Context: an optimization exercise on an open-source flow, tuned for small area, a short achievable clock period and few clock cycles per item. The choices shown serve that exercise and are no tape-out recipe. RTL that was checked went through simulation tests only; none was proved equivalent to the original. The RTL of run 4 was laid out without a check of its function. Power and IR drop assume default switching activity.

### flow/config.mk
export PLATFORM = sky130hd
export DESIGN_NAME = hdlc_frame
export DESIGN_NICKNAME = hdlc_frame
export VERILOG_FILES = /design/flow/design.v
export SDC_FILE = /design/flow/constraint.sdc
export NUM_CORES = 4
export LEC_CHECK = 0
export ABC_CLOCK_PERIOD_IN_PS = 2500
export CAP_MARGIN = 20
export CORE_MARGIN = 2
export CORE_UTILIZATION = 40
export SETUP_SLACK_MARGIN = 3.5
export SLEW_MARGIN = 20
### flow/constraint.sdc
create_clock -name core_clock -period 6.5 [get_ports {clk}]
set_input_delay 1.3000 -clock core_clock [delete_from_list [all_inputs] [get_ports {clk}]]
set_output_delay 1.3000 -clock core_clock [all_outputs]
set_load 0.01 [all_outputs]
### flow/design.v
module hdlc_frame (
    input  wire        clk,
    input  wire        rst,           
    input  wire        start,
    input  wire [16:0] cfg_nbits,     
    output wire        busy,
    output reg         done,
    input  wire        b_valid,
    output wire        b_ready,
    input  wire        b_data,
    output reg         f_valid,
    input  wire        f_ready,
    output wire [12:0] f_addr,
    output reg  [7:0]  f_data,
    output reg         d_valid,
    input  wire        d_ready,
    output reg  [2:0]  d_class,
    output reg         d_crc_ok,
    output wire [2:0]  d_resid,
    output wire [16:0] d_start,
    output wire [16:0] d_len,
    output wire [16:0] d_dlen,
    output wire [13:0] d_off,
    output wire [13:0] d_nbytes,
    output wire [15:0] d_crc_calc,
    output wire [15:0] d_crc_rx,
    output wire [13:0] r_ncand,
    output wire [13:0] r_naccept,
    output wire [13:0] r_ncrc_ok,
    output wire [13:0] r_nrej_short,
    output wire [13:0] r_nrej_inact,
    output wire [13:0] r_ndrop_len,
    output wire [13:0] r_ndrop_addr,
    output wire [13:0] r_nframe_bytes,
    output wire [16:0] r_tailbits
);
    localparam [2:0] CL_ACCEPT    = 3'd0,
                     CL_REJ_SHORT = 3'd1,
                     CL_REJ_INACT = 3'd2,
                     CL_DROP_LEN  = 3'd3,
                     CL_DROP_ADDR = 3'd4;
    localparam [1:0] ST_RUN   = 2'd0,
                     ST_DRAIN = 2'd1,
                     ST_FILL  = 2'd2;
    localparam [15:0] CRC_INIT_N = ~16'hF321;
    reg         busy_r;
    reg         b_ready_r;
    reg  [1:0]  st;
    reg  [16:0] rem;          
    reg         a_v, a_d;     
    reg         k_v, k_d;     
    reg  [6:0]  w;            
    reg  [2:0]  wcnt;         
    reg  [3:0]  ones;         
    reg         inact;        
    reg         a_ok;         
    reg         fresh;        
    reg         flushing;     
    reg  [15:0] pos;
    reg  [16:0] len;
    reg  [15:0] dlen;
    reg  [15:0] sr;
    reg  [15:0] ccal;
    reg  [12:0] off;
    reg  [12:0] nb;
    reg  [12:0] fa;
    reg  [13:0] c_ncand;
    reg  [10:0] c_naccept;
    reg  [10:0] c_ncrc_ok;
    reg  [13:0] c_nrej_short;
    reg  [11:0] c_nrej_inact;
    reg  [12:0] c_ndrop_len;
    reg  [10:0] c_ndrop_addr;
    assign busy       = busy_r;
    assign b_ready    = b_ready_r;
    assign f_addr     = fa;
    assign d_resid    = dlen[2:0];
    assign d_start    = {1'b0, pos};
    assign d_len      = len;
    assign d_dlen     = {1'b0, dlen};
    assign d_off      = {1'b0, off};
    assign d_nbytes   = {1'b0, nb};
    assign d_crc_calc = ccal;
    assign d_crc_rx   = sr;
    assign r_ncand        = c_ncand;
    assign r_naccept      = {3'd0, c_naccept};
    assign r_ncrc_ok      = {3'd0, c_ncrc_ok};
    assign r_nrej_short   = c_nrej_short;
    assign r_nrej_inact   = {2'd0, c_nrej_inact};
    assign r_ndrop_len    = {1'b0, c_ndrop_len};
    assign r_ndrop_addr   = {3'd0, c_ndrop_addr};
    assign r_nframe_bytes = {1'b0, off};
    assign r_tailbits     = len;
    function [15:0] crc_step_n(input [15:0] cn, input b);
        reg [15:0] c;
        begin
            c = ~cn;
            c = c[0] ^ b ? ((c >> 1) ^ 16'h8408) : (c >> 1);
            crc_step_n = ~c;
        end
    endfunction
    wire        run     = busy_r && (st == ST_RUN);
    wire        full    = (wcnt == 3'd7);
    wire        flag    = full && !a_d && !w[0] && (w[6:1] == 6'b111111);
    wire        ev_flag = run && a_v && flag;
    wire        ev_lv   = run && a_v && full && !flag;
    wire        x       = w[0];
    wire        adv     = (d_class != CL_REJ_SHORT) && (d_class != CL_REJ_INACT);
    wire [12:0] fa_inc  = fa + 13'd1;
    wire [16:0] len_e   = fresh ? 17'd0 : len;
    wire [15:0] dlen_e  = fresh ? 16'd0 : dlen;
    wire [15:0] sr_e    = fresh ? 16'd0 : sr;
    wire [15:0] ccal_e  = fresh ? CRC_INIT_N : ccal;
    wire [12:0] off_e   = (fresh && adv) ? fa_inc : off;
    wire [15:0] pos_adv = pos + len[15:0] + 16'd8;
    wire        del0    = !x && (ones >= 4'd5);
    wire        keep    = !del0;
    wire        byte_c  = keep && (dlen_e[2:0] == 3'd7);
    wire        first_b = (dlen_e[15:3] == 13'd0);
    wire        short_c = fresh || (len[16:3] == 14'd0);
    wire        le32    = (dlen[15:6] == 10'd0) && !(dlen[5] && (dlen[4:0] != 5'd0));
    wire [2:0]  cls     = short_c ? CL_REJ_SHORT :
                          inact   ? CL_REJ_INACT :
                          le32    ? CL_DROP_LEN  :
                          !a_ok   ? CL_DROP_ADDR : CL_ACCEPT;
    wire        rej     = short_c || inact;
    wire        need_fl = !rej && (dlen[2:0] != 3'd0);
    wire [15:0] sr_fl   = {1'b0, sr[15:1]};
    wire [15:0] ccal_fl = crc_step_n(ccal, sr[0]);
    wire        fl_last = (ones[2:0] == 3'd7);
    wire        hold    = a_v && ((fresh && (ev_lv || ev_flag) && (d_valid || flushing)) ||
                                  (ev_lv && byte_c && f_valid));
    wire        use_a   = a_v && !hold;
    wire        xfer    = b_valid && b_ready_r;
    wire [16:0] rem_n   = rem - {16'd0, xfer};
    wire        k_v_n   = a_v && hold && (k_v || xfer);
    wire [12:0] fill_a  = fresh ? off : fa_inc;
    always @(posedge clk) begin
        if (rst) begin
            busy_r    <= 1'b0;
            b_ready_r <= 1'b0;
            done      <= 1'b0;
            f_valid   <= 1'b0;
            d_valid   <= 1'b0;
            a_v       <= 1'b0;
            k_v       <= 1'b0;
            flushing  <= 1'b0;
            st        <= ST_RUN;
        end else begin
            done <= 1'b0;
            if (f_ready) f_valid <= 1'b0;
            if (d_ready) d_valid <= 1'b0;
            if (!busy_r) begin
                b_ready_r <= 1'b0;
                if (start) begin
                    busy_r       <= 1'b1;
                    st           <= ST_RUN;
                    rem          <= cfg_nbits;
                    a_v          <= 1'b0;
                    k_v          <= 1'b0;
                    wcnt         <= 3'd0;
                    ones         <= 4'd0;
                    inact        <= 1'b0;
                    a_ok         <= 1'b1;
                    fresh        <= 1'b1;
                    flushing     <= 1'b0;
                    pos          <= 16'hFFF8;
                    len          <= 17'd0;
                    off          <= 13'd0;
                    d_class      <= CL_REJ_SHORT;
                    c_ncand      <= 14'd0;
                    c_naccept    <= 11'd0;
                    c_ncrc_ok    <= 11'd0;
                    c_nrej_short <= 14'd0;
                    c_nrej_inact <= 12'd0;
                    c_ndrop_len  <= 13'd0;
                    c_ndrop_addr <= 11'd0;
                end
            end else begin
                rem       <= rem_n;
                k_v       <= k_v_n;
                b_ready_r <= run && (rem_n != 17'd0) && !k_v_n;
                if (a_v && hold) begin
                    if (xfer) k_d <= b_data;
                end else if (k_v) begin
                    a_v <= 1'b1;
                    a_d <= k_d;
                end else begin
                    a_v <= xfer;
                    a_d <= b_data;
                end
                if (use_a && run) begin
                    w <= {a_d, w[6:1]};
                    if (flag)
                        wcnt <= 3'd0;
                    else if (!full)
                        wcnt <= wcnt + 3'd1;
                end
                if (use_a && ev_lv) begin
                    if (fresh) begin
                        pos   <= pos_adv;
                        off   <= off_e;
                        fresh <= 1'b0;
                    end
                    len <= len_e + 17'd1;
                    if (x) begin
                        if (ones != 4'd15) ones <= ones + 4'd1;
                        if (ones == 4'd14) inact <= 1'b1;
                    end else begin
                        ones <= 4'd0;
                    end
                    if (keep) begin
                        dlen <= dlen_e + 16'd1;
                        sr   <= {x, sr_e[15:1]};
                        ccal <= crc_step_n(ccal_e, sr_e[0]);
                        if (first_b && !x) a_ok <= 1'b0;
                    end else begin
                        dlen <= dlen_e;
                        sr   <= sr_e;
                        ccal <= ccal_e;
                    end
                    if (byte_c) begin
                        f_valid <= 1'b1;
                        f_data  <= {x, sr_e[15:9]};
                        fa      <= first_b ? off_e : fa_inc;
                    end
                end
                if (use_a && ev_flag) begin
                    if (fresh) begin
                        pos <= pos_adv;
                        len <= 17'd0;
                        off <= off_e;
                    end
                    fresh   <= 1'b1;
                    inact   <= 1'b0;
                    a_ok    <= 1'b1;
                    d_class <= cls;
                    c_ncand <= c_ncand + 14'd1;
                    case (cls)
                    CL_ACCEPT:    c_naccept    <= c_naccept + 11'd1;
                    CL_REJ_SHORT: c_nrej_short <= c_nrej_short + 14'd1;
                    CL_REJ_INACT: c_nrej_inact <= c_nrej_inact + 12'd1;
                    CL_DROP_LEN:  c_ndrop_len  <= c_ndrop_len + 13'd1;
                    default:      c_ndrop_addr <= c_ndrop_addr + 11'd1;
                    endcase
                    if (rej) begin
                        dlen <= 16'd0;
                        nb   <= 13'd0;
                    end else begin
                        nb <= dlen[15:3] + {12'd0, (dlen[2:0] != 3'd0)};
                    end
                    if (need_fl) begin
                        flushing <= 1'b1;
                        ones     <= {1'b0, dlen[2:0]};
                    end else begin
                        ones     <= 4'd0;
                        d_valid  <= 1'b1;
                        d_crc_ok <= (cls == CL_ACCEPT) && (ccal == sr);
                        if (cls == CL_ACCEPT && ccal == sr)
                            c_ncrc_ok <= c_ncrc_ok + 11'd1;
                        if (cls != CL_ACCEPT) begin
                            sr   <= 16'd0;
                            ccal <= 16'd0;
                        end
                    end
                end
                if (flushing && !f_valid) begin
                    sr   <= sr_fl;
                    ccal <= ccal_fl;
                    ones <= ones + 4'd1;
                    if (fl_last) begin
                        ones     <= 4'd0;
                        flushing <= 1'b0;
                        f_valid  <= 1'b1;
                        f_data   <= sr_fl[15:8];
                        fa       <= (dlen[15:3] == 13'd0) ? off : fa_inc;
                        d_valid  <= 1'b1;
                        d_crc_ok <= (d_class == CL_ACCEPT) && (ccal_fl == sr_fl);
                        if (d_class == CL_ACCEPT && ccal_fl == sr_fl)
                            c_ncrc_ok <= c_ncrc_ok + 11'd1;
                        if (d_class != CL_ACCEPT) begin
                            sr   <= 16'd0;
                            ccal <= 16'd0;
                        end
                    end
                end
                case (st)
                ST_RUN: begin
                    if (rem == 17'd0 && !a_v && !k_v && !flushing && !d_valid)
                        st <= ST_DRAIN;
                end
                ST_DRAIN: begin
                    if (fresh) off <= off_e;
                    if (wcnt != 3'd0) begin
                        len   <= len_e + 17'd1;
                        wcnt  <= wcnt - 3'd1;
                        fresh <= 1'b0;
                    end else begin
                        len   <= len_e;
                        fresh <= 1'b1;
                        st    <= ST_FILL;
                    end
                end
                default: begin  
                    if (!f_valid) begin
                        if (fill_a[1:0] != 2'd0) begin
                            f_valid <= 1'b1;
                            f_data  <= 8'd0;
                            fa      <= fill_a;
                            fresh   <= 1'b0;
                        end else begin
                            done   <= 1'b1;
                            busy_r <= 1'b0;
                        end
                    end
                end
                endcase
            end
        end
    end
endmodule
### flow/run.sh
#!/bin/bash
# synth_recipe.tcl (not shown) runs the flow's synth.tcl, then flattens the netlist and writes it again
# the make line also repeats each setting of config.mk as NAME=value (left out here)
make -C /OpenROAD-flow-scripts/flow DESIGN_CONFIG=/design/flow/config.mk WORK_HOME=/design/flow/orfs CLKGATE_MAP_FILE= SYNTH_SCRIPT=/design/flow/synth_recipe.tcl finish
==> results of run 1 <==
-- per-stage QoR --
step	power, mW	hold slack (ps)
2_1_floorplan	2.38	426
3_3_place_gp	2.59	434
3_5_place_dp	2.60	444
4_1_cts	4.34	463
5_1_grt	4.50	464
6_report	4.35	461
-- worst paths after layout --
check                           startpoint        to  slack [ps]  cells after the start
worst max-delay path                len[1]  d_len[1]        3470                      2
worst min-delay path                  w[3]      w[2]         460                      0
worst max register to register       fresh  ccal[14]        3580                     12
worst min register to register        w[3]      w[2]         460                      0
-- sequential cells by signal (all words and copies together) (netlist names), 12 cells and up --
register and cells:
len 17, rem 17, ccal 16, dlen 16, pos 16, sr 16, c_ncand 14, c_nrej_short 14
c_ndrop_len 13, fa 13, nb 13, off 13, c_nrej_inact 12
-- what timing repair did --
item                                    in CTS  in global routing
endpoints found under the setup margin     305                252
gates cloned                                 2                  0
endpoints found under the hold margin        0                  0
setup buffers                               71                 58
pin swaps                                    3                 13
gates resized for setup                     36                 41
-- worst max-delay path, delay by kind of cell, from the launching register on --
family / cells / cell delay [ps]
buffers and inverters: 2 / 690
flip-flops: 1 / 480
-- logic make-up after synthesis --
family                   count (synthesis)  share of synthesized area
XOR/XNOR                               134                     0.0713
other                                    1                   0.000228
flip-flops                             264                      0.476
buffers and inverters                  180                     0.0538
adder cells (fa/ha/maj)                 53                     0.0408
multiplexers                            35                     0.0216
AO/OA/AOI/OAI                          371                      0.145
AND/OR/NAND/NOR                        654                      0.191
-- synth_stat cells, types with 21 or more instances --
| master | n | share of area |
|---|---|---|
| o21ai_0 | 69 | 0.021 |
| xnor2_1 | 71 | 0.038 |
| mux2i_1 | 31 | 0.019 |
| and3_1 | 35 | 0.013 |
| clkbuf_1 | 67 | 0.015 |
| o22ai_1 | 27 | 0.010 |
| nor3_1 | 32 | 0.0097 |
| a211oi_1 | 21 | 0.0096 |
| buf_4 | 50 | 0.023 |
| or3_1 | 29 | 0.011 |
| nand2_1 | 143 | 0.033 |
| a21oi_1 | 112 | 0.034 |
| xor2_1 | 63 | 0.034 |
| nand3_1 | 77 | 0.023 |
| ha_1 | 52 | 0.040 |
| inv_1 | 41 | 0.0094 |
| nor2_1 | 217 | 0.050 |
| edfxtp_1 | 254 | 0.46 |
-- per-layer routing --
| layer | routed length, um | part of all wire | vias up | global-route usage |
|---|---|---|---|---|
| li1 | - | - | 6831 | - |
| met4 | 768 | 0.015 | 0 | 0.0529 |
| met5 | 0 | 0 | - | 0 |
| met3 | 3490 | 0.070 | 58 | 0.0339 |
| met2 | 23300 | 0.47 | 538 | 0.358 |
| met1 | 22500 | 0.45 | 7023 | 0.322 |
-- cell type report --
cell class	instances	area [sq um]	share of cell area
multi-input combinational	1264	8140	0.372
sequential	264	7830	0.358
timing repair buffer	427	4090	0.187
clock buffer	35	791	0.0362
tap	532	666	0.0305
inverter	41	166	0.00761
clock inverter	19	163	0.00744
antenna	1	2.50	0.000115
-- where the power goes --
group          switching (mW)  internal (mW)  total (mW)
clock                   0.723          0.980        1.70
sequential             0.0821           1.95        2.03
combinational           0.320          0.297       0.617
total                    1.12           3.23        4.35
==> impl_metrics.tcl, run 1 <==
set metrics [dict create \
    status "finished clean" \
    io_buffers 279 \
    wl_um 50100 \
    layout-drive-gt1-share 0.128 \
    cp_slowest_stage_delay_ps 530 \
    cts_root_buf "clkbuf_16" \
    grt_pass1_wl_um 75900 \
    synthesis.area_sq_um 16500 \
    core_sq_um 40700 \
    cts_made_buffers 31 \
    grt_pass1_vias 13400 \
    min_period_ps 3030 \
    grt.overflow.total 0 \
    mostFrequentLayoutCells "clkdlybuf4s50_1, edfxtp_1, nor2_1" \
    final_nets 2106 \
    synth_warnings 1 \
    max_freq_mhz 330 \
    area_growth_pct 32.8 \
    wl_per_cell_um 19.4 \
    drt-pass1-iter-count 6 \
    timing.setup.tns_ps 0 \
    worstSetupPathType "flop to output pin" \
    vias 14500 \
    synth-main-ff-cell "edfxtp_1" \
    fillers 3686 \
    cts_sinks 264 \
    worstPathRequired_ps 5200 \
    slew_headroom 0.271 \
    finalInstanceArea_sq_um 21900 \
    p_leak_nw 7.90 \
    vdd_ir_drop_max_mv 0.197 \
    drc 0 \
    final.period_utilization 0.467 \
    io_pins 297 \
    critical_path_arrival_ps 1730 \
    placed_area_sq_um 19500 \
    syn_avg_cell_area_sq_um 9.72 \
    die_w_um 207 \
    clk_path_buf_depth 3 \
    rsz0062_at_grt "yes" \
    critPathMaxFanout 4 \
    final_core_util 0.536 \
    placedCellCount 2397 \
    die_area_sq_um 42800 \
    cp_cell_sequence "buf_4 > clkdlybuf4s50_1" \
    clk_pin_slew_ps 60 \
    syn-instance-count 1692 \
    antenna_left 0 \
    cp_slowest_cell "clkdlybuf4s50_1" \
    hold_buffers 0 \
    cts_tree "done" \
    h-tree-depth 1 \
    die_h_um 207 \
    grt_antenna_before_repair 1 \
    via_per_inst 5.59 \
    initial_utilization 0.404 \
    dp_hpwl_um 32300 \
    asyncSetResetFlopFracSynth 0 \
    rows 74 \
    preCtsSetupSlack_ps 2690 \
    tightest_slew_ps 1090 \
    clk_latency_ps 580 \
    fin_cells 2583 \
    max-cap-violations 0 \
    yosysUniqueCellTypes 78 \
    holdCritPathClass "flop to flop" \
    ys_ff_latch 264 \
    ys_seq_area_frac 0.476 \
    skew_ps 13.7 \
    maxSlewViolCount 0 \
    setup_viol 0 \
    hold_viol 0 \
    track_usage 0.224 \
    layout_commonest_cell "clkdlybuf4s50_1" \
    power.density_nw_per_um2 199 \
    drt_iter0_markers 1087 \
    layout_setup_ws_ps 3470 \
    place_congestion 0.847 \
    cp-start-kind "flop" \
    cp-end-kind "output pin" \
    grt_max_degree 75 \
    synth-edff-count 254 \
]
Testbench counts, summed over its fixed seeds: cycles 151,380, bits 150,748.
==> inputs of run 2 (changes only) <==
--- a/flow/config.mk
+++ b/flow/config.mk
@@ -5,7 +5,6 @@
 export SDC_FILE = /design/flow/constraint.sdc
 export NUM_CORES = 4
 export LEC_CHECK = 0
-export ABC_CLOCK_PERIOD_IN_PS = 2500
 export CAP_MARGIN = 20
 export CORE_MARGIN = 2
 export CORE_UTILIZATION = 40
==> impl_metrics.tcl, run 2 <==
set metrics [dict create \
    status "finished clean" \
    grt_pass1_wl_um 75900 \
    maxSlewViolCount 0 \
    drt-pass1-iter-count 6 \
    layout-drive-gt1-share 0.128 \
    holdWs_ps 461 \
    final.period_utilization 0.467 \
    dp_hpwl_um 32300 \
    antenna_left 0 \
    synth-edff-count 254 \
    r2r_cells 12 \
    drc 0 \
    area_growth_pct 32.8 \
    rrSetupSlack_ps 3580 \
    worstPathRequired_ps 5200 \
    cp-end-kind "output pin" \
    core_sq_um 40700 \
    grt_pass1_vias 13400 \
    rsz0062_at_grt "yes" \
    final_nets 2106 \
    grt.overflow.total 0 \
    grt_antenna_before_repair 1 \
    max-cap-violations 0 \
    initial_utilization 0.404 \
    tightest_slew_ps 1090 \
    synthesis.area_sq_um 16500 \
    wl_per_cell_um 19.4 \
    io_pins 297 \
    crit_start "len[1]" \
    synth.most_common_cell "edfxtp_1" \
    cts_sinks 264 \
    final_core_util 0.536 \
    io_buffers 279 \
    grt_max_degree 75 \
    syn_avg_cell_area_sq_um 9.72 \
    min_period_ps 3030 \
    rows 74 \
    clk_path_buf_depth 3 \
    timing.setup.tns_ps 0 \
    via_per_inst 5.59 \
    vias 14500 \
    endpoint "d_len[1]" \
    worstSetupPathType "flop to output pin" \
    cts_tree "done" \
    critical_path_arrival_ps 1730 \
    wl_um 50100 \
    max_freq_mhz 330 \
    place_congestion 0.847 \
    synth_warnings 1 \
    synth-main-ff-cell "edfxtp_1" \
    yosys-top-cells-area "edfxtp_1, nor2_1, ha_1" \
    holdCritPathClass "flop to flop" \
    track_usage 0.224 \
    critPathMaxFanout 4 \
    syn-instance-count 1692 \
    synth_top_area_frac 0.464 \
    slew_headroom 0.271 \
    drt_iter0_markers 1087 \
    vdd_ir_drop_max_mv 0.197 \
    p_leak_nw 7.90 \
    mostFrequentLayoutCells "clkdlybuf4s50_1, edfxtp_1, nor2_1" \
    reg_top3 "len (17), rem (17)" \
    yosysUniqueCellTypes 78 \
    setup_viol 0 \
    skew_ps 13.7 \
    ys_top_cells_by_count "edfxtp_1, nor2_1, nand2_1" \
    hold_viol 0 \
    ys_ff_latch 264 \
    cp-start-kind "flop" \
    h-tree-depth 1 \
    yosysTopAreaCell "edfxtp_1" \
    layout_commonest_cell "clkdlybuf4s50_1" \
    power.density_nw_per_um2 199 \
    cts_made_buffers 31 \
    ys_seq_area_frac 0.476 \
    r2r-start "fresh" \
    die_h_um 207 \
    clk_latency_ps 580 \
    cts_root_buf "clkbuf_16" \
    asyncSetResetFlopFracSynth 0 \
    die_area_sq_um 42800 \
    r2r-end "ccal[14]" \
    die_w_um 207 \
    clk_pin_slew_ps 60 \
]
-- run 2: cell counts after synthesis --
No cell type changed its count.
-- run 2: timing repair --
item                                    4_1_cts  5_1_grt
buffers inserted                             71       58
endpoints found under the setup margin      305      252
hold endpoints to repair                      0        0
gates resized for setup                      36       41
hold buffers                                  0        0
pin swaps                                     3       13
gates cloned                                  2        0
-- run 2: metal layers --
layer  share of wire  vias to the layer above  global-route usage
met5               0                        -                   0
met4           0.015                        0              0.0529
met3           0.070                       58              0.0339
met2            0.47                      538               0.358
met1            0.45                     7023               0.322
li1                -                     6831                   -
-- run 2: area by class of cell --
class	count	area [sq um]
Clock buffer	35	791
Tap cell	532	666
Inverter	41	166
Sequential cell	264	7830
Multi-Input combinational cell	1264	8140
Timing Repair Buffer	427	4090
Fill cell	3686	18900
Clock inverter	19	163
Antenna cell	1	2.50
-- run 2: logic make-up after synthesis --
kind of cell | share of synthesized area
xor+xnor | 0.0713
other cells | 0.000228
fa+ha+maj | 0.0408
mux | 0.0216
compound gates | 0.145
flops | 0.476
simple gates | 0.191
buf+inv | 0.0538
-- run 2: report_power, final --
part	internal [mW]	switching (mW)
sequential	1.95	0.0821
combinational	0.297	0.320
clock	0.980	0.723
-- run 2: how the worst min path moves through the flow --
stage / depth (start not counted) / end / start
finish: 0 / w[2] / w[3]
global route: 0 / w[2] / w[3]
CTS: 0 / w[5] / w[6]
detailed placement: 0 / w[5] / w[6]
global placement: 0 / w[5] / w[6]
floorplan: 0 / w[2] / w[3]
-- run 2: stage by stage --
stage               instances  total power, mW  area, sq um  setup slack, ps
floorplan                1708             2.38        16700             2860
global placement         2397             2.59        19500             2750
detailed placement       2397             2.60        19500             2690
CTS                      2524             4.34        21200             3390
global route             2583             4.50        21900             3400
finish                   2583             4.35        21900             3470
-- run 2: worst max-delay path: stages (launching register included) --
cell	delay [ps]
edfxtp_1	480
buf_4	160
clkdlybuf4s50_1	530
==> inputs of run 3 (changes only) <==
--- a/flow/config.mk
+++ b/flow/config.mk
@@ -8,5 +8,4 @@
 export CAP_MARGIN = 20
 export CORE_MARGIN = 2
 export CORE_UTILIZATION = 40
-export SETUP_SLACK_MARGIN = 3.5
 export SLEW_MARGIN = 20
==> impl_metrics.tcl, run 3 <==
set metrics [dict create \
    status "finished clean" \
    holdWs_ps 453 \
    fillers 3714 \
    mostFrequentLayoutCells "clkdlybuf4s50_1, edfxtp_1, nor2_1" \
    finalInstanceArea_sq_um 20400 \
    power.internal_mw 3.22 \
    switching_share 0.252 \
    worstPathRequired_ps 6820 \
    grt_pass1_vias 13000 \
    area_growth_pct 24.1 \
    ys_seq_area_frac 0.476 \
    clock_power_share 0.404 \
    track_usage 0.210 \
    synthMuxAreaShare 0.0216 \
    syn-instance-count 1692 \
    core_sq_um 40700 \
    grt.overflow.total 0 \
    die_w_um 207 \
    final_nets 1974 \
    asyncSetResetFlopFracSynth 0 \
    vias 13800 \
    synth_top_family_by_area "simple AND/OR/NAND/NOR gates" \
    holdCritPathClass "flop to flop" \
    synthesis.area_sq_um 16500 \
    io_pins 297 \
    worstSetupPathType "flop to flop" \
    layout_commonest_cell "clkdlybuf4s50_1" \
    synth.most_common_cell "edfxtp_1" \
    timing.setup.tns_ps 0 \
    synth-main-ff-cell "edfxtp_1" \
    drt-pass1-iter-count 5 \
    cts_sinks 264 \
    yosysUniqueCellTypes 78 \
    drt_iter0_markers 1273 \
    hold_buffers 0 \
    synth_compound_area_frac 0.145 \
    skew_ps 12.2 \
    die_h_um 207 \
    grt_max_degree 80 \
    critPathMaxFanout 51 \
    power_switching_mw 1.08 \
    max_freq_mhz 262 \
    slew_headroom 0.323 \
    final.period_utilization 0.587 \
    via_per_inst 5.61 \
    layout-drive-gt1-share 0.0469 \
    min_period_ps 3820 \
    post_cts_buffers 0 \
    reg_top3 "len (17), rem (17)" \
    clk_path_buf_depth 3 \
    placed_area_sq_um 19400 \
    synth-xor-area-share 0.0713 \
    cp-start-kind "flop" \
    io_buffers 279 \
    cts_tree "done" \
    vdd_ir_drop_max_mv 0.181 \
    synth_warnings 1 \
    synth-edff-count 254 \
    p_seq_frac 0.477 \
    yosys.area_share.simple 0.191 \
    clk_pin_slew_ps 60 \
    critical_path_arrival_ps 4130 \
    grt_antenna_before_repair 0 \
    syn_avg_cell_area_sq_um 9.72 \
    maxSlewViolCount 0 \
    setup_viol 0 \
    power.density_nw_per_um2 211 \
    cts_made_buffers 30 \
    tightest_slew_ps 1010 \
    rsz0062_at_grt "no" \
    cts_root_buf "clkbuf_16" \
    initial_utilization 0.404 \
    multi_input_area_sq_um 7820 \
    place_congestion 0.822 \
    ys_top_cells_by_count "edfxtp_1, nor2_1, nand2_1" \
    max-cap-violations 0 \
    antenna_left 0 \
    h-tree-depth 1 \
    power_frac_comb 0.119 \
    clk_latency_ps 580 \
    hold_viol 0 \
    dp_hpwl_um 32300 \
    seqCellArea_sq_um 7830 \
    p_leak_nw 7.09 \
    drc 0 \
    yosysTopAreaCell "edfxtp_1" \
    yosys-top-cells-area "edfxtp_1, nor2_1, ha_1" \
    antenna_cells 0 \
    ys_ff_latch 264 \
    rows 74 \
    synthAdderAreaFrac 0.0408 \
    die_area_sq_um 42800 \
    wl_um 46200 \
    wl_per_cell_um 18.8 \
    grt_pass1_wl_um 72100 \
    synth_top_area_frac 0.464 \
    postCtsResizedCells 0 \
    cp-end-kind "flop" \
]
==> run 3: cell counts after synthesis <==
Identical to the previous run, type by type.
==> run 3: logic make-up after synthesis <==
kind of cell,count (synthesis)
simple gates,654
compound gates,371
flops,264
buf+inv,180
xor+xnor,134
fa+ha+maj,53
mux,35
other cells,1
==> run 3: power by group through the flow <==
stage / combinational [mW] / sequential, mW / clock (mW)
after global routing: 0.566 / 2.06 / 1.84
after detailed placement: 0.513 / 2.09 / 0
final: 0.512 / 2.05 / 1.74
after CTS: 0.516 / 2.05 / 1.77
after global placement: 0.505 / 2.08 / 0
after floorplan: 0.304 / 2.07 / 0
==> run 3: layout make-up <==
cell class | instances | share of cell area
multi-input combinational | 1264 | 0.383
inverter | 41 | 0.00772
clock inverter | 15 | 0.00588
sequential | 264 | 0.384
tap | 532 | 0.0326
timing repair buffer | 296 | 0.144
clock buffer | 41 | 0.0434
==> run 3: path summary, 6_finish.rpt <==
kind                            endpoint  slack, ps  depth (start not counted)  startpoint
worst max-delay path              off[3]       2680                          9       fresh
worst min-delay path                w[4]        450                          0        w[5]
worst max register to register    off[3]       2680                          9       fresh
worst min register to register      w[4]        450                          0        w[5]
==> run 3: worst max-delay path, cell delays in order (launching register included) <==
cell and delay (ps):
edfxtp_1 820, buf_12 320, nor2b_1 90, ha_1 220
ha_1 240, o211ai_1 460, and2_1 260, o31a_1 780
mux2i_1 270, nor2_1 60
==> run 3: stage by stage <==
step / setup slack, ps / power (mW) / cells / utilization
after CTS: 2710 / 4.33 / 2452 / 0.501
after detailed placement: 2120 / 2.60 / 2396 / 0.476
final: 2680 / 4.30 / 2453 / 0.501
after global placement: 2190 / 2.59 / 2396 / 0.476
after global routing: 2450 / 4.47 / 2453 / 0.501
after floorplan: 1540 / 2.38 / 1708 / -
==> run 3: layer usage <==
layer / wire (um) / global-route usage / vias up
li1: - / - / 6563
met1: 21400 / 0.305 / 6683
met2: 21100 / 0.333 / 450
met3: 2850 / 0.0261 / 55
met4: 870 / 0.0552 / 0
met5: 0 / 0 / -
==> inputs of run 4 (changes only) <==
--- a/flow/design.v
+++ b/flow/design.v
@@ -39,9 +39,10 @@
                      CL_REJ_INACT = 3'd2,
                      CL_DROP_LEN  = 3'd3,
                      CL_DROP_ADDR = 3'd4;
-    localparam [1:0] ST_RUN   = 2'd0,
-                     ST_DRAIN = 2'd1,
-                     ST_FILL  = 2'd2;
+    localparam [1:0] ST_INIT  = 2'd0,
+                     ST_RUN   = 2'd1,
+                     ST_DRAIN = 2'd2,
+                     ST_FILL  = 2'd3;
     localparam [15:0] CRC_INIT_N = ~16'hF321;
     reg         busy_r;
     reg         b_ready_r;
@@ -136,46 +137,39 @@
     wire        k_v_n   = a_v && hold && (k_v || xfer);
     wire [12:0] fill_a  = fresh ? off : fa_inc;
     always @(posedge clk) begin
-        if (rst) begin
-            busy_r    <= 1'b0;
-            b_ready_r <= 1'b0;
-            done      <= 1'b0;
-            f_valid   <= 1'b0;
-            d_valid   <= 1'b0;
-            a_v       <= 1'b0;
-            k_v       <= 1'b0;
-            flushing  <= 1'b0;
-            st        <= ST_RUN;
-        end else begin
+        begin
             done <= 1'b0;
             if (f_ready) f_valid <= 1'b0;
             if (d_ready) d_valid <= 1'b0;
             if (!busy_r) begin
                 b_ready_r <= 1'b0;
                 if (start) begin
-                    busy_r       <= 1'b1;
-                    st           <= ST_RUN;
-                    rem          <= cfg_nbits;
-                    a_v          <= 1'b0;
-                    k_v          <= 1'b0;
-                    wcnt         <= 3'd0;
-                    ones         <= 4'd0;
-                    inact        <= 1'b0;
-                    a_ok         <= 1'b1;
-                    fresh        <= 1'b1;
-                    flushing     <= 1'b0;
-                    pos          <= 16'hFFF8;
-                    len          <= 17'd0;
-                    off          <= 13'd0;
-                    d_class      <= CL_REJ_SHORT;
-                    c_ncand      <= 14'd0;
-                    c_naccept    <= 11'd0;
-                    c_ncrc_ok    <= 11'd0;
-                    c_nrej_short <= 14'd0;
-                    c_nrej_inact <= 12'd0;
-                    c_ndrop_len  <= 13'd0;
-                    c_ndrop_addr <= 11'd0;
+                    busy_r <= 1'b1;
+                    st     <= ST_INIT;
+                    rem    <= cfg_nbits;
                 end
+            end else if (st == ST_INIT) begin
+                st           <= ST_RUN;
+                b_ready_r    <= (rem != 17'd0);
+                a_v          <= 1'b0;
+                k_v          <= 1'b0;
+                wcnt         <= 3'd0;
+                ones         <= 4'd0;
+                inact        <= 1'b0;
+                a_ok         <= 1'b1;
+                fresh        <= 1'b1;
+                flushing     <= 1'b0;
+                pos          <= 16'hFFF8;
+                len          <= 17'd0;
+                off          <= 13'd0;
+                d_class      <= CL_REJ_SHORT;
+                c_ncand      <= 14'd0;
+                c_naccept    <= 11'd0;
+                c_ncrc_ok    <= 11'd0;
+                c_nrej_short <= 14'd0;
+                c_nrej_inact <= 12'd0;
+                c_ndrop_len  <= 13'd0;
+                c_ndrop_addr <= 11'd0;
             end else begin
                 rem       <= rem_n;
                 k_v       <= k_v_n;
@@ -301,7 +295,7 @@
                         st    <= ST_FILL;
                     end
                 end
-                default: begin  
+                ST_FILL: begin
                     if (!f_valid) begin
                         if (fill_a[1:0] != 2'd0) begin
                             f_valid <= 1'b1;
@@ -314,8 +308,19 @@
                         end
                     end
                 end
+                ST_INIT: ;
                 endcase
             end
         end
+        if (rst) begin
+            busy_r    <= 1'b0;
+            b_ready_r <= 1'b0;
+            done      <= 1'b0;
+            f_valid   <= 1'b0;
+            d_valid   <= 1'b0;
+            a_v       <= 1'b0;
+            k_v       <= 1'b0;
+            flushing  <= 1'b0;
+        end
     end
 endmodule
--- a/flow/config.mk
+++ b/flow/config.mk
@@ -8,4 +8,5 @@
 export CAP_MARGIN = 20
 export CORE_MARGIN = 2
 export CORE_UTILIZATION = 40
+export SETUP_SLACK_MARGIN = 4.0
 export SLEW_MARGIN = 20
==> impl_metrics.tcl, run 4 <==
set metrics [dict create \
    hold_viol 0 \
    top_usage_layer "met2" \
    worstPathRequired_ps 5200 \
    synth.most_common_cell "edfxtp_1" \
    synth-xor-area-share 0.0668 \
    synth_top_area_frac 0.465 \
    place_congestion 0.839 \
    mostFrequentLayoutCells "buf_4, edfxtp_1, nor2_1" \
    core_sq_um 40800 \
    use_met1 0.340 \
    synth-main-ff-cell "edfxtp_1" \
    die_h_um 207 \
    tightest_slew_ps 788 \
    yosys-top-cells-area "edfxtp_1, nor2_1, xor2_1" \
    p_leak_nw 9.99 \
    syn_avg_cell_area_sq_um 9.65 \
    max_freq_mhz 347 \
    cp-start-kind "flop" \
    antenna_left 0 \
    grt_pass1_vias 15700 \
    drt_iter0_markers 1576 \
    yosys.area_share.simple 0.185 \
    drt-pass1-iter-count 6 \
    synth_top_family_by_area "simple AND/OR/NAND/NOR gates" \
    critPathMaxFanout 3 \
    max-cap-violations 0 \
    grt_antenna_before_repair 0 \
    r2r-end "pos[13]" \
    syn-instance-count 1713 \
    asyncSetResetFlopFracSynth 0 \
    cts_tree "done" \
    io_buffers 279 \
    hold_buffers 0 \
    r2r-start "len[1]" \
    r2r_cells 11 \
    rsz0062_at_grt "yes" \
    clk_path_buf_depth 3 \
    crit_start "len[8]" \
    critical_path_arrival_ps 1580 \
    holdCritPathClass "flop to flop" \
    dp_hpwl_um 33600 \
    cts_root_buf "clkbuf_16" \
    yosysUniqueCellTypes 80 \
    status "finished clean" \
    timing.setup.tns_ps 0 \
    final.period_utilization 0.443 \
    initial_utilization 0.405 \
    clk_latency_ps 590 \
    area_growth_pct 52.7 \
    min_period_ps 2880 \
    die_w_um 207 \
    power.density_nw_per_um2 207 \
    preCtsSetupSlack_ps 2720 \
    synthesis.area_sq_um 16500 \
    wl_per_cell_um 21.0 \
    fillers 3341 \
    whs_path_depth 0 \
    synth_warnings 1 \
    cts_made_buffers 31 \
    track_usage 0.253 \
    synthMuxAreaShare 0.0134 \
    drc 0 \
    min_from "w[4]" \
    synthAdderAreaFrac 0.0406 \
    yosysTopAreaCell "edfxtp_1" \
    setup_viol 0 \
    clk_pin_slew_ps 60 \
    via_per_inst 5.76 \
    layout_commonest_cell "buf_4" \
    layout-drive-gt1-share 0.427 \
    met3_usage 0.0389 \
    die_area_sq_um 43000 \
    grt_max_degree 74 \
    ys_ff_latch 264 \
    cp-end-kind "output pin" \
    grtUsageMet2 0.422 \
    grt_pass1_wl_um 88800 \
    layout_setup_ws_ps 3620 \
    rrSetupSlack_ps 3680 \
    antenna_cells 0 \
    hold_end "w[3]" \
    worstSetupPathType "flop to output pin" \
    grt.overflow.total 0 \
    vias 16700 \
    slew_headroom 0.472 \
    skew_ps 19.0 \
    vdd_ir_drop_max_mv 0.205 \
    cts_sinks 264 \
    synth-edff-count 256 \
    h-tree-depth 1 \
    rows 74 \
    maxSlewViolCount 0 \
    ys_top_cells_by_count "edfxtp_1, nor2_1, nand2_1" \
    ys_seq_area_frac 0.475 \
    io_pins 297 \
    synth_compound_area_frac 0.162 \
    wl_um 61000 \
    reg_top3 "len (17), rem (17)" \
    final_nets 2423 \
]
run 4: routing by layer:
layer / vias to the layer above / wire, um
met5: - / 0
met4: 0 / 2150
met3: 167 / 5120
met2: 868 / 29100
met1: 8093 / 24600
li1: 7583 / -
run 4: metrics by stage:
stage / util / hold slack [ps] / cells / power [mW] / area [sq um]
6_report: 0.618 / 458 / 2902 / 5.21 / 25200
5_1_grt: 0.618 / 481 / 2902 / 5.40 / 25200
4_1_cts: 0.569 / 461 / 2804 / 5.06 / 23200
3_5_place_dp: 0.486 / 445 / 2409 / 3.05 / 19800
3_3_place_gp: 0.485 / 437 / 2408 / 3.04 / 19800
2_1_floorplan: - / 417 / 1729 / 2.72 / 17100
run 4: kinds of logic after synthesis:
group           after synthesis
simple gates                641
xor+xnor                    126
buf+inv                     192
mux                          22
fa+ha+maj                    53
flops                       264
other cells                   1
compound gates              414
run 4: layout make-up:
| class | count | area [sq um] | share of cell area |
|---|---|---|---|
| repair inverters | 4 | 61.3 | 0.00243 |
| well taps | 532 | 666 | 0.0264 |
| clock inverters | 18 | 218 | 0.00863 |
| inverters | 49 | 216 | 0.00858 |
| clock buffers | 39 | 836 | 0.0331 |
| flip-flops and latches | 264 | 7860 | 0.311 |
| multi-input cells | 1283 | 9540 | 0.378 |
| repair buffers | 713 | 5850 | 0.232 |
run 4: worst max-delay path by stage:
stage	to	slack (ps)	cells past startpoint
after floorplan	len[14]	3460	13
after global placement	off[10]	2860	9
after detailed placement	off[0]	2720	9
after CTS	pos[13]	3610	11
after global routing	pos[13]	3610	11
final	r_tailbits[8]	3620	4
run 4: what timing repair did:
item,in CTS,in global routing
pin swaps,47,93
resized for setup,1142,305
setup endpoints to repair,605,333
cloned,9,15
setup buffers,329,83
run 4: critical path, stage by stage (launching register included):
cell	delay [ps]
edfxtp_1	510
buf_6	170
buf_6	110
buf_6	100
buf_6	110
run 4: power breakdown:
group          total [mW]  switching [mW]  internal (mW)  leakage, nW
Clock                1.85           0.745           1.10        0.527
Combinational        1.27           0.686          0.587         7.00
Sequential           2.09          0.0870           2.01         2.47
==> inputs of run 5 (changes only) <==
--- a/flow/design.v
+++ b/flow/design.v
@@ -65,13 +65,23 @@
     reg  [12:0] off;
     reg  [12:0] nb;
     reg  [12:0] fa;
-    reg  [13:0] c_ncand;
-    reg  [10:0] c_naccept;
-    reg  [10:0] c_ncrc_ok;
-    reg  [13:0] c_nrej_short;
-    reg  [11:0] c_nrej_inact;
-    reg  [12:0] c_ndrop_len;
-    reg  [10:0] c_ndrop_addr;
+    reg  [2:0]  ph;
+    reg         clr;
+    wire        ph0 = (ph == 3'd0);
+    reg         i_ncand, i_naccept, i_ncrc_ok, i_nrej_short, i_nrej_inact,
+                i_ndrop_len, i_ndrop_addr;
+    wire        pend_any;
+    wire [13:0] c_ncand, c_naccept, c_ncrc_ok, c_nrej_short, c_nrej_inact,
+                c_ndrop_len, c_ndrop_addr;
+    wire [6:0]  pend_v;
+    assign pend_any = |pend_v;
+    hdlc_ring_cnt u_ncand      (.clk(clk), .clr(clr), .first(ph0), .inc(i_ncand),      .q(c_ncand),      .pend(pend_v[0]));
+    hdlc_ring_cnt u_naccept    (.clk(clk), .clr(clr), .first(ph0), .inc(i_naccept),    .q(c_naccept),    .pend(pend_v[1]));
+    hdlc_ring_cnt u_ncrc_ok    (.clk(clk), .clr(clr), .first(ph0), .inc(i_ncrc_ok),    .q(c_ncrc_ok),    .pend(pend_v[2]));
+    hdlc_ring_cnt u_nrej_short (.clk(clk), .clr(clr), .first(ph0), .inc(i_nrej_short), .q(c_nrej_short), .pend(pend_v[3]));
+    hdlc_ring_cnt u_nrej_inact (.clk(clk), .clr(clr), .first(ph0), .inc(i_nrej_inact), .q(c_nrej_inact), .pend(pend_v[4]));
+    hdlc_ring_cnt u_ndrop_len  (.clk(clk), .clr(clr), .first(ph0), .inc(i_ndrop_len),  .q(c_ndrop_len),  .pend(pend_v[5]));
+    hdlc_ring_cnt u_ndrop_addr (.clk(clk), .clr(clr), .first(ph0), .inc(i_ndrop_addr), .q(c_ndrop_addr), .pend(pend_v[6]));
     assign busy       = busy_r;
     assign b_ready    = b_ready_r;
     assign f_addr     = fa;
@@ -84,12 +94,12 @@
     assign d_crc_calc = ccal;
     assign d_crc_rx   = sr;
     assign r_ncand        = c_ncand;
-    assign r_naccept      = {3'd0, c_naccept};
-    assign r_ncrc_ok      = {3'd0, c_ncrc_ok};
+    assign r_naccept      = c_naccept;
+    assign r_ncrc_ok      = c_ncrc_ok;
     assign r_nrej_short   = c_nrej_short;
-    assign r_nrej_inact   = {2'd0, c_nrej_inact};
-    assign r_ndrop_len    = {1'b0, c_ndrop_len};
-    assign r_ndrop_addr   = {3'd0, c_ndrop_addr};
+    assign r_nrej_inact   = c_nrej_inact;
+    assign r_ndrop_len    = c_ndrop_len;
+    assign r_ndrop_addr   = c_ndrop_addr;
     assign r_nframe_bytes = {1'b0, off};
     assign r_tailbits     = len;
     function [15:0] crc_step_n(input [15:0] cn, input b);
@@ -135,10 +145,20 @@
     wire        xfer    = b_valid && b_ready_r;
     wire [16:0] rem_n   = rem - {16'd0, xfer};
     wire        k_v_n   = a_v && hold && (k_v || xfer);
+    wire        i_any   = i_ncand | i_ncrc_ok;
     wire [12:0] fill_a  = fresh ? off : fa_inc;
     always @(posedge clk) begin
         begin
-            done <= 1'b0;
+            done         <= 1'b0;
+            i_ncand      <= 1'b0;
+            i_naccept    <= 1'b0;
+            i_ncrc_ok    <= 1'b0;
+            i_nrej_short <= 1'b0;
+            i_nrej_inact <= 1'b0;
+            i_ndrop_len  <= 1'b0;
+            i_ndrop_addr <= 1'b0;
+            ph           <= (ph == 3'd6) ? 3'd0 : ph + 3'd1;
+            if (ph == 3'd6) clr <= 1'b0;
             if (f_ready) f_valid <= 1'b0;
             if (d_ready) d_valid <= 1'b0;
             if (!busy_r) begin
@@ -163,13 +183,8 @@
                 len          <= 17'd0;
                 off          <= 13'd0;
                 d_class      <= CL_REJ_SHORT;
-                c_ncand      <= 14'd0;
-                c_naccept    <= 11'd0;
-                c_ncrc_ok    <= 11'd0;
-                c_nrej_short <= 14'd0;
-                c_nrej_inact <= 12'd0;
-                c_ndrop_len  <= 13'd0;
-                c_ndrop_addr <= 11'd0;
+                ph           <= 3'd0;
+                clr          <= 1'b1;
             end else begin
                 rem       <= rem_n;
                 k_v       <= k_v_n;
@@ -229,14 +244,12 @@
                     inact   <= 1'b0;
                     a_ok    <= 1'b1;
                     d_class <= cls;
-                    c_ncand <= c_ncand + 14'd1;
-                    case (cls)
-                    CL_ACCEPT:    c_naccept    <= c_naccept + 11'd1;
-                    CL_REJ_SHORT: c_nrej_short <= c_nrej_short + 14'd1;
-                    CL_REJ_INACT: c_nrej_inact <= c_nrej_inact + 12'd1;
-                    CL_DROP_LEN:  c_ndrop_len  <= c_ndrop_len + 13'd1;
-                    default:      c_ndrop_addr <= c_ndrop_addr + 11'd1;
-                    endcase
+                    i_ncand      <= 1'b1;
+                    i_naccept    <= (cls == CL_ACCEPT);
+                    i_nrej_short <= (cls == CL_REJ_SHORT);
+                    i_nrej_inact <= (cls == CL_REJ_INACT);
+                    i_ndrop_len  <= (cls == CL_DROP_LEN);
+                    i_ndrop_addr <= (cls == CL_DROP_ADDR);
                     if (rej) begin
                         dlen <= 16'd0;
                         nb   <= 13'd0;
@@ -251,7 +264,7 @@
                         d_valid  <= 1'b1;
                         d_crc_ok <= (cls == CL_ACCEPT) && (ccal == sr);
                         if (cls == CL_ACCEPT && ccal == sr)
-                            c_ncrc_ok <= c_ncrc_ok + 11'd1;
+                            i_ncrc_ok <= 1'b1;
                         if (cls != CL_ACCEPT) begin
                             sr   <= 16'd0;
                             ccal <= 16'd0;
@@ -271,7 +284,7 @@
                         d_valid  <= 1'b1;
                         d_crc_ok <= (d_class == CL_ACCEPT) && (ccal_fl == sr_fl);
                         if (d_class == CL_ACCEPT && ccal_fl == sr_fl)
-                            c_ncrc_ok <= c_ncrc_ok + 11'd1;
+                            i_ncrc_ok <= 1'b1;
                         if (d_class != CL_ACCEPT) begin
                             sr   <= 16'd0;
                             ccal <= 16'd0;
@@ -302,7 +315,7 @@
                             f_data  <= 8'd0;
                             fa      <= fill_a;
                             fresh   <= 1'b0;
-                        end else begin
+                        end else if (ph == 3'd6 && !pend_any && !i_any) begin
                             done   <= 1'b1;
                             busy_r <= 1'b0;
                         end
@@ -324,3 +337,22 @@
         end
     end
 endmodule
+module hdlc_ring_cnt (
+    input  wire        clk,
+    input  wire        clr,      
+    input  wire        first,    
+    input  wire        inc,      
+    output wire [13:0] q,
+    output reg         pend
+);
+    reg  [13:0] r;
+    reg         cy;
+    wire        cin = first ? pend : cy;
+    wire [2:0]  s   = {1'b0, r[1:0]} + {2'b00, cin};
+    assign q = r;
+    always @(posedge clk) begin
+        r    <= {clr ? 2'b00 : s[1:0], r[13:2]};
+        cy   <= s[2];
+        pend <= inc | (pend & !first);
+    end
+endmodule
--- a/flow/config.mk
+++ b/flow/config.mk
@@ -8,5 +8,5 @@
 export CAP_MARGIN = 20
 export CORE_MARGIN = 2
 export CORE_UTILIZATION = 40
-export SETUP_SLACK_MARGIN = 4.0
+export SETUP_SLACK_MARGIN = 3.0
 export SLEW_MARGIN = 20
==> impl_metrics.tcl, run 5 <==
set metrics [dict create \
    p_leak_nw 6.95 \
    ys_top_cells_by_count "edfxtp_1, dfxtp_1, nor2_1" \
    reg_top3 "len (17), rem (17)" \
    placedCellCount 2054 \
    io_buffers 291 \
    timing.setup.tns_ps 0 \
    layout_commonest_cell "clkdlybuf4s50_1" \
    h-tree-depth 2 \
    cts_made_buffers 35 \
    final_nets 1717 \
    skew_ps 14.0 \
    holdCritPathClass "flop to flop" \
    status "finished clean" \
    synth_top_area_frac 0.351 \
    slew_headroom 0.383 \
    dp_hpwl_um 27900 \
    critPathMaxFanout 12 \
    track_usage 0.208 \
    wl_per_cell_um 19.3 \
    max_freq_mhz 292 \
    cp-start-kind "primary input" \
    power.density_nw_per_um2 256 \
    synth_warnings 2 \
    io_pins 297 \
    maxSlewViolCount 0 \
    drc 0 \
    holdWs_ps 338 \
    ys_ff_latch 301 \
    die_area_sq_um 37900 \
    seqCellArea_sq_um 7730 \
    antenna_cells 0 \
    die_w_um 195 \
    yosys-top-cells-area "edfxtp_1, dfxtp_1, ha_1" \
    setup_viol 0 \
    cts_sinks 301 \
    grt_pass1_wl_um 63800 \
    grt_antenna_before_repair 1 \
    rsz0062_at_grt "yes" \
    grt_pass1_vias 11300 \
    rows 69 \
    yosysTopAreaCell "edfxtp_1" \
    synth.most_common_cell "edfxtp_1" \
    hold_buffers 0 \
    synth-edff-count 170 \
    vias 11700 \
    vdd_ir_drop_max_mv 0.192 \
    worstSetupPathType "primary input to flop" \
    drt_iter0_markers 932 \
    min_period_ps 3420 \
    grt.overflow.total 0 \
    fillers 3251 \
    critPathBufInv 1 \
    cts_root_buf "clkbuf_16" \
    area_growth_pct 29.6 \
    drt-pass1-iter-count 8 \
    cp_slowest_stage_delay_ps 770 \
    yosysUniqueCellTypes 81 \
    wl_um 40900 \
    initial_utilization 0.407 \
    syn-instance-count 1394 \
    final.period_utilization 0.527 \
    cp_cell_sequence "clkdlybuf4s50_1 > and2_4 > ha_4 > or4b_2 > o41a_1 > nor2_1 > o2111a_1 > o2111ai_1 > nand2_1 > a21oi_1" \
    tightest_slew_ps 919 \
    layout-drive-gt1-share 0.0729 \
    core_sq_um 35700 \
    worstPathRequired_ps 6880 \
    via_per_inst 5.53 \
    synth-main-ff-cell "edfxtp_1" \
    grt_max_degree 58 \
    hold_viol 0 \
    antenna_left 0 \
    clk_pin_slew_ps 60 \
    clk_path_buf_depth 3 \
    clk_latency_ps 510 \
    die_h_um 195 \
    place_congestion 0.850 \
    multi_input_area_sq_um 6270 \
    fin_cells 2120 \
    max-cap-violations 0 \
    synthesis.area_sq_um 14600 \
    cp_slowest_cell "or4b_2" \
    cp_top_family "simple AND/OR/NAND/NOR gates" \
    syn_avg_cell_area_sq_um 10.4 \
    ys_seq_area_frac 0.531 \
    mostFrequentLayoutCells "clkdlybuf4s50_1, edfxtp_1, dfxtp_1" \
    cp-end-kind "flop" \
    critical_path_arrival_ps 3800 \
    cts_tree "done" \
    asyncSetResetFlopFracSynth 0 \
]
==> run 5: layer usage <==
layer / vias to the layer above / track usage / wire length, um
met1: 5644 / 0.286 / 18500
met3: 47 / 0.0500 / 3090
met2: 455 / 0.334 / 18800
met5: - / 0 / 13
met4: 2 / 0.0427 / 529
li1: 5569 / - / -
==> run 5: logic make-up (layout without fill, tap and decap cells) <==
| kind of cell | after synthesis | after routing | share of synthesized area |
|---|---|---|---|
| other | 1 | 5 | 0.000258 |
| adders and majority gates | 60 | 60 | 0.0521 |
| and+or+nand+nor | 446 | 446 | 0.152 |
| buffers and inverters | 142 | 402 | 0.0487 |
| DFF | 301 | 301 | 0.531 |
| muxes | 28 | 28 | 0.0205 |
| AOI/OAI and AO/OA | 348 | 349 | 0.154 |
| xor gates and xnor gates | 68 | 68 | 0.0409 |
==> run 5: per-stage QoR <==
stage	area [sq um]	util	total power, mW	setup slack [ps]
after floorplan	14600	-	2.68	3050
after CTS	18800	0.526	4.87	3000
after global placement	17600	0.493	2.93	2520
after detailed placement	17600	0.493	2.94	2490
after global routing	18900	0.528	5.04	2940
final	18900	0.528	4.83	3080
==> run 5: final cells by class <==
type / instances / area share
Tap cell: 461 / 0.0306
Clock inverter: 14 / 0.00590
Timing Repair inverter: 1 / 0.000398
Clock buffer: 49 / 0.0535
Inverter: 36 / 0.00803
Timing Repair Buffer: 302 / 0.159
Multi-Input combinational cell: 956 / 0.332
Sequential cell: 301 / 0.410
==> run 5: worst paths after layout <==
check | start | end | slack [ps] | depth (start not counted)
min reg2reg | u_ncand.r[9] | u_ncand.r[7] | 340 | 0
min | u_ncand.r[9] | u_ncand.r[7] | 340 | 0
max reg2reg | fresh | pos[2] | 3230 | 9
max | b_valid | b_ready_r | 3080 | 10
==> run 5: power by group <==
group / leakage [nW] / switching [mW] / total [mW] / internal (mW)
logic: 3.73 / 0.347 / 0.652 / 0.305
clock network: 0.560 / 0.783 / 1.91 / 1.13
registers: 2.66 / 0.140 / 2.26 / 2.12
==> run 5: what timing repair did <==
| item | 4_1_cts | 5_1_grt |
|---|---|---|
| endpoints found under the setup margin | 67 | 84 |
| pin swaps | 1 | 1 |
| setup buffers | 0 | 1 |
| resized for setup | 8 | 8 |
| hold endpoints to repair | 0 | 0 |
| gates cloned | 1 | 1 |
Testbench counts of run 5, summed over its fixed seeds: cycles 151,534, bits 150,748.
==> inputs of run 6 (changes only) <==
--- a/flow/config.mk
+++ b/flow/config.mk
@@ -8,5 +8,5 @@
 export CAP_MARGIN = 20
 export CORE_MARGIN = 2
 export CORE_UTILIZATION = 40
-export SETUP_SLACK_MARGIN = 3.0
+export SETUP_SLACK_MARGIN = 3.75
 export SLEW_MARGIN = 20
==> impl_metrics.tcl, run 6 <==
set metrics [dict create \
    rows 69 \
    track_usage 0.226 \
    initial_utilization 0.407 \
    seqCellArea_sq_um 7730 \
    syn_avg_cell_area_sq_um 10.4 \
    cp_slowest_stage_delay_ps 410 \
    cp_slowest_cell "or3b_4" \
    multi_input_area_sq_um 6720 \
    critPathMaxFanout 4 \
    min_period_ps 2750 \
    r2r_cells 8 \
    placedCellCount 2053 \
    grt_antenna_before_repair 0 \
    ys_top_cells_by_count "edfxtp_1, dfxtp_1, nor2_1" \
    drt-pass1-iter-count 6 \
    switching_share 0.273 \
    die_h_um 195 \
    finalInstanceArea_sq_um 20700 \
    tightest_slew_ps 848 \
    preCtsSetupSlack_ps 2130 \
    grt_max_degree 35 \
    timing.setup.tns_ps 0 \
    cp-end-kind "flop" \
    worstPathRequired_ps 6770 \
    syn-instance-count 1394 \
    synthesis.area_sq_um 14600 \
    power_switching_mw 1.35 \
    synth_warnings 2 \
    via_per_inst 5.51 \
    clk_path_buf_depth 3 \
    antenna_cells 0 \
    place_congestion 0.823 \
    die_area_sq_um 37900 \
    hold_buffers 0 \
    power_frac_comb 0.167 \
    p_leak_nw 9.19 \
    rsz0062_at_grt "yes" \
    worstSetupPathType "primary input to flop" \
    wl_um 44800 \
    grt_pass1_wl_um 68200 \
    placed_area_sq_um 17600 \
    dp_hpwl_um 27900 \
    crit_start "b_valid" \
    layout-drive-gt1-share 0.191 \
    mostFrequentLayoutCells "buf_4, edfxtp_1, dlygate4sd2_1" \
    synth.most_common_cell "edfxtp_1" \
    synth-main-ff-cell "edfxtp_1" \
    io_buffers 291 \
    max-cap-violations 0 \
    synth-edff-count 170 \
    asyncSetResetFlopFracSynth 0 \
    cp-start-kind "primary input" \
    fillers 3129 \
    final_core_util 0.580 \
    min_from "u_nrej_short.r[5]" \
    core_sq_um 35700 \
    drc 0 \
    reg_top3 "len (17), rem (17)" \
    grt_pass1_vias 12100 \
    critical_path_arrival_ps 3020 \
    fin_cells 2302 \
    setup_viol 0 \
    wl_per_cell_um 19.5 \
    whs_path_depth 0 \
    status "finished clean" \
    area_growth_pct 42.5 \
    clk_latency_ps 530 \
    h-tree-depth 2 \
    die_w_um 195 \
    yosysTopAreaCell "edfxtp_1" \
    cts_tree "done" \
    ys_ff_latch 301 \
    power.density_nw_per_um2 238 \
    hold_viol 0 \
    io_pins 297 \
    cp_cell_sequence "buf_6 > and2_4 > ha_4 > ha_4 > or3b_4 > or2_4 > or3b_4 > xor2_2 > a21oi_1" \
    drt_iter0_markers 1080 \
    grt.overflow.total 0 \
    yosysUniqueCellTypes 81 \
    skew_ps 20.3 \
    ys_seq_area_frac 0.531 \
    layout_setup_ws_ps 3750 \
    cts_sinks 301 \
    slew_headroom 0.429 \
    cts_root_buf "clkbuf_16" \
    p_seq_frac 0.447 \
    synth_top_area_frac 0.351 \
    maxSlewViolCount 0 \
    r2r-start "busy_r" \
    vias 12700 \
    layout_commonest_cell "buf_4" \
    vdd_ir_drop_max_mv 0.237 \
    antenna_left 0 \
    holdWs_ps 345 \
    max_freq_mhz 364 \
    clock_power_share 0.385 \
    final_nets 1899 \
    yosys-top-cells-area "edfxtp_1, dfxtp_1, ha_1" \
    power_mw 4.94 \
    cts_made_buffers 35 \
    final.period_utilization 0.423 \
    holdCritPathClass "flop to flop" \
    clk_pin_slew_ps 60 \
    power.internal_mw 3.59 \
]
==> run 6: cell count changes in the layout (fill, tap and decap cells not counted), moves of 4 or more <==
cell / delta
ha_4: +10
nor3b_1: -4
nor3_1: -6
buf_4: +164
dlymetal6s2s_1: +56
o21ai_0: -5
nor3b_2: +4
nor3_2: +5
buf_6: +5
clkdlybuf4s50_1: -222
buf_12: +5
dlygate4sd2_1: +165
ha_1: -12
==> run 6: final timing paths <==
path,to,slack (ps)
max,rem[12],3750
min reg2reg,u_nrej_short.r[3],340
max reg2reg,fa[11],3790
min,u_nrej_short.r[3],340
==> run 6: power groups by stage <==
| stage | registers [mW] | logic (mW) | clock network [mW] |
|---|---|---|---|
| 6_report | 2.21 | 0.827 | 1.90 |
| 5_1_grt | 2.22 | 0.897 | 2.03 |
| 4_1_cts | 2.21 | 0.763 | 1.95 |
| 3_5_place_dp | 2.30 | 0.640 | 0 |
| 3_3_place_gp | 2.30 | 0.630 | 0 |
| 2_1_floorplan | 2.27 | 0.420 | 0 |
==> run 6: cell type report <==
| cell class | count | share of cell area |
|---|---|---|
| Clock buffer | 49 | 0.0467 |
| Clock inverter | 14 | 0.00748 |
| Multi-Input combinational cell | 959 | 0.324 |
| Timing Repair inverter | 3 | 0.00103 |
| Sequential cell | 301 | 0.373 |
| Tap cell | 461 | 0.0278 |
| Timing Repair Buffer | 479 | 0.213 |
| Inverter | 36 | 0.00748 |
==> run 6: timing repair <==
| item | CTS | global route |
|---|---|---|
| gates resized for setup | 224 | 105 |
| cloned | 6 | 3 |
| pin swaps | 21 | 28 |
| endpoints found under the setup margin | 419 | 140 |
| setup buffers | 130 | 47 |
| hold endpoints to repair | 0 | 0 |
==> run 6: per-layer routing <==
| metal | up-vias | part of all wire | GRT usage |
|---|---|---|---|
| li1 | 5956 | - | - |
| met2 | 554 | 0.45 | 0.355 |
| met3 | 88 | 0.081 | 0.0498 |
| met4 | 0 | 0.030 | 0.0752 |
| met1 | 6083 | 0.44 | 0.309 |
| met5 | - | 0 | 0 |
==> run 6: cell families after synthesis <==
family	count (synthesis)	share of synthesized area
AND/OR/NAND/NOR	446	0.152
AO/OA/AOI/OAI	348	0.154
flip-flops	301	0.531
XOR/XNOR	68	0.0409
other	1	0.000258
multiplexers	28	0.0205
adder cells (fa/ha/maj)	60	0.0521
buffers and inverters	142	0.0487
==> run 6: critical path, delay by kind of cell <==
family                   cells  cell delay, ps
XOR/XNOR                     1             130
adder cells (fa/ha/maj)      2             270
AND/OR/NAND/NOR              4            1180
AO/OA/AOI/OAI                1              70
buffers and inverters        1              60
==> inputs of run 7 (changes only) <==
--- a/flow/config.mk
+++ b/flow/config.mk
@@ -8,5 +8,5 @@
 export CAP_MARGIN = 20
 export CORE_MARGIN = 2
 export CORE_UTILIZATION = 40
-export SETUP_SLACK_MARGIN = 3.75
+export SETUP_SLACK_MARGIN = 3.5
 export SLEW_MARGIN = 20
==> impl_metrics.tcl, run 7 <==
set metrics [dict create \
    initial_utilization 0.407 \
    holdWs_ps 346 \
    vias 12200 \
    wl_met1_um 18900 \
    dr_wl_met2_um 19800 \
    die_h_um 195 \
    final.period_utilization 0.457 \
    cts_made_buffers 34 \
    drt-pass1-iter-count 6 \
    io_buffers 291 \
    placed_area_sq_um 17700 \
    cts_tree "done" \
    routed.top_layer "met4" \
    area_growth_pct 34.3 \
    synthesis.area_sq_um 14600 \
    setup_viol 0 \
    slew_headroom 0.425 \
    synth-edff-count 170 \
    antenna_cells 0 \
    syn_avg_cell_area_sq_um 10.4 \
    die_w_um 195 \
    min_from "u_ndrop_addr.r[2]" \
    dp_hpwl_um 27900 \
    max_freq_mhz 337 \
    place_congestion 0.822 \
    yosysTopAreaCell "edfxtp_1" \
    cts_root_buf "clkbuf_16" \
    holdCritPathClass "flop to flop" \
    syn-instance-count 1394 \
    final_nets 1792 \
    critical_path_arrival_ps 1670 \
    cp_slowest_cell "clkdlybuf4s50_1" \
    finalInstanceArea_sq_um 19600 \
    critPathBufInv 1 \
    wl_met3_um 3510 \
    io_pins 297 \
    max-cap-violations 0 \
    power_mw 4.74 \
    via_per_inst 5.58 \
    drc 0 \
    core_sq_um 35700 \
    ys_seq_area_frac 0.531 \
    cp_cell_sequence "clkdlybuf4s50_1" \
    rows 69 \
    antenna_left 0 \
    clk_latency_ps 530 \
    track_usage 0.216 \
    ys_top_cells_by_count "edfxtp_1, dfxtp_1, nor2_1" \
    mostFrequentLayoutCells "clkdlybuf4s50_1, edfxtp_1, dfxtp_1" \
    cp_slowest_stage_delay_ps 610 \
    worstPathRequired_ps 5200 \
    maxSlewViolCount 0 \
    placedCellCount 2055 \
    grt_pass1_vias 11500 \
    grt_pass1_wl_um 65700 \
    layout-drive-gt1-share 0.118 \
    cts_sinks 301 \
    status "finished clean" \
    clk_pin_slew_ps 60 \
    wl_per_cell_um 19.7 \
    skew_ps 16.4 \
    vdd_ir_drop_max_mv 0.227 \
    cp-start-kind "flop" \
    synth.most_common_cell "edfxtp_1" \
    tightest_slew_ps 856 \
    timing.setup.tns_ps 0 \
    preCtsSetupSlack_ps 2540 \
    reg_top3 "len (17), rem (17)" \
    h-tree-depth 2 \
    clk_path_buf_depth 3 \
    die_area_sq_um 37900 \
    layout_commonest_cell "clkdlybuf4s50_1" \
    cp-end-kind "output pin" \
    crit_start "off[1]" \
    synth_top_area_frac 0.351 \
    drt_iter0_markers 963 \
    min_period_ps 2970 \
    hold_viol 0 \
    critPathMaxFanout 6 \
    rrSetupSlack_ps 3590 \
    grt.overflow.total 0 \
    asyncSetResetFlopFracSynth 0 \
    cp_top_family "buffers and inverters" \
    layout_setup_ws_ps 3530 \
    wl_um 43100 \
    grt_max_degree 41 \
    yosys-top-cells-area "edfxtp_1, dfxtp_1, ha_1" \
    rsz0062_at_grt "yes" \
    ys_ff_latch 301 \
    p_leak_nw 7.30 \
    r2r-start "wcnt[0]" \
    power.density_nw_per_um2 243 \
    synth_warnings 2 \
    fin_cells 2191 \
    yosysUniqueCellTypes 81 \
    worstSetupPathType "flop to output pin" \
    final_core_util 0.547 \
    grt_antenna_before_repair 0 \
    synth-main-ff-cell "edfxtp_1" \
]
run 7: cells by family (layout without fill, tap and decap cells):
| group | Yosys count | count (layout) | share of synthesized area |
|---|---|---|---|
| compound gates | 348 | 349 | 0.154 |
| buf+inv | 142 | 472 | 0.0487 |
| simple gates | 446 | 447 | 0.152 |
| fa+ha+maj | 60 | 60 | 0.0521 |
| xor+xnor | 68 | 68 | 0.0409 |
| flops | 301 | 301 | 0.531 |
| other cells | 1 | 5 | 0.000258 |
| mux | 28 | 28 | 0.0205 |
run 7: per-layer routing:
layer / up-vias / track usage
li1: 5724 / -
met1: 5948 / 0.295
met2: 502 / 0.341
met3: 59 / 0.0507
met4: 0 / 0.0656
met5: - / 0
run 7: layout make-up:
| type | instances | area, sq um |
|---|---|---|
| Fill cell | 3168 | 16200 |
| Sequential cell | 301 | 7730 |
| Multi-Input combinational cell | 957 | 6430 |
| Timing Repair Buffer | 375 | 3640 |
| Clock buffer | 46 | 896 |
| Tap cell | 461 | 577 |
| Inverter | 36 | 155 |
| Clock inverter | 12 | 104 |
| Timing Repair inverter | 3 | 17.5 |
run 7: final timing paths:
kind,endpoint,depth (start not counted)
worst max-delay path,d_off[1],1
worst min-delay path,u_ndrop_addr.r[0],0
worst max register to register,sr[11],10
worst min register to register,u_ndrop_addr.r[0],0
run 7: where the power goes:
part           switching [mW]  internal, mW
Clock                   0.781         0.977
Sequential              0.123          2.12
Combinational           0.392         0.349
run 7: timing repair:
item / in CTS / in global routing
setup buffers: 36 / 35
hold buffers: 0 / 0
hold endpoints to repair: 0 / 0
cloned: 4 / 3
setup endpoints to repair: 218 / 158
gates resized for setup: 33 / 25
pin swaps: 12 / 5

-- afterwards: timing with drivers on the ports --
The flow's constraints put no driver on any port. The routed layouts listed below were extracted and timed again, unchanged, in two steps. Step 1 assumes that a clkbuf_16 drives the clock port and a buf_2 every other input. Step 2 also shifts input and output timing later by t, the mid clock arrival at the registers, as if the neighbouring blocks saw the same clock. Slacks: ideal / step 1 / step 2; pairs: ideal / step 1.
run | t, ns | setup slack, ns | worst data-port slew with drivers (ns) | cell pins on the clock port's net
run 1 | 0.626 | 3.466 / 3.413 / 2.972 | 0.12 | 1
run 2 | 0.626 | 3.466 / 3.413 / 2.972 | 0.12 | 1
run 3 | 0.621 | 2.685 / 2.685 / 2.228 | 0.05 | 1
run 4 | 0.633 | 3.621 / 3.564 / 3.509 | 0.05 | 1
run 5 | 0.562 | 3.077 / 3.094 / 2.532 | 0.07 | 1
run 6 | 0.575 | 3.752 / 3.712 / 3.171 | 0.07 | 1
run 7 | 0.575 | 3.529 / 3.477 / 2.998 | 0.07 | 1
After both steps every run listed still meets setup and hold. For run 6, which loses most, drivers alone change the setup slack by -0.040 ns; drivers and shift together by -0.581 ns.
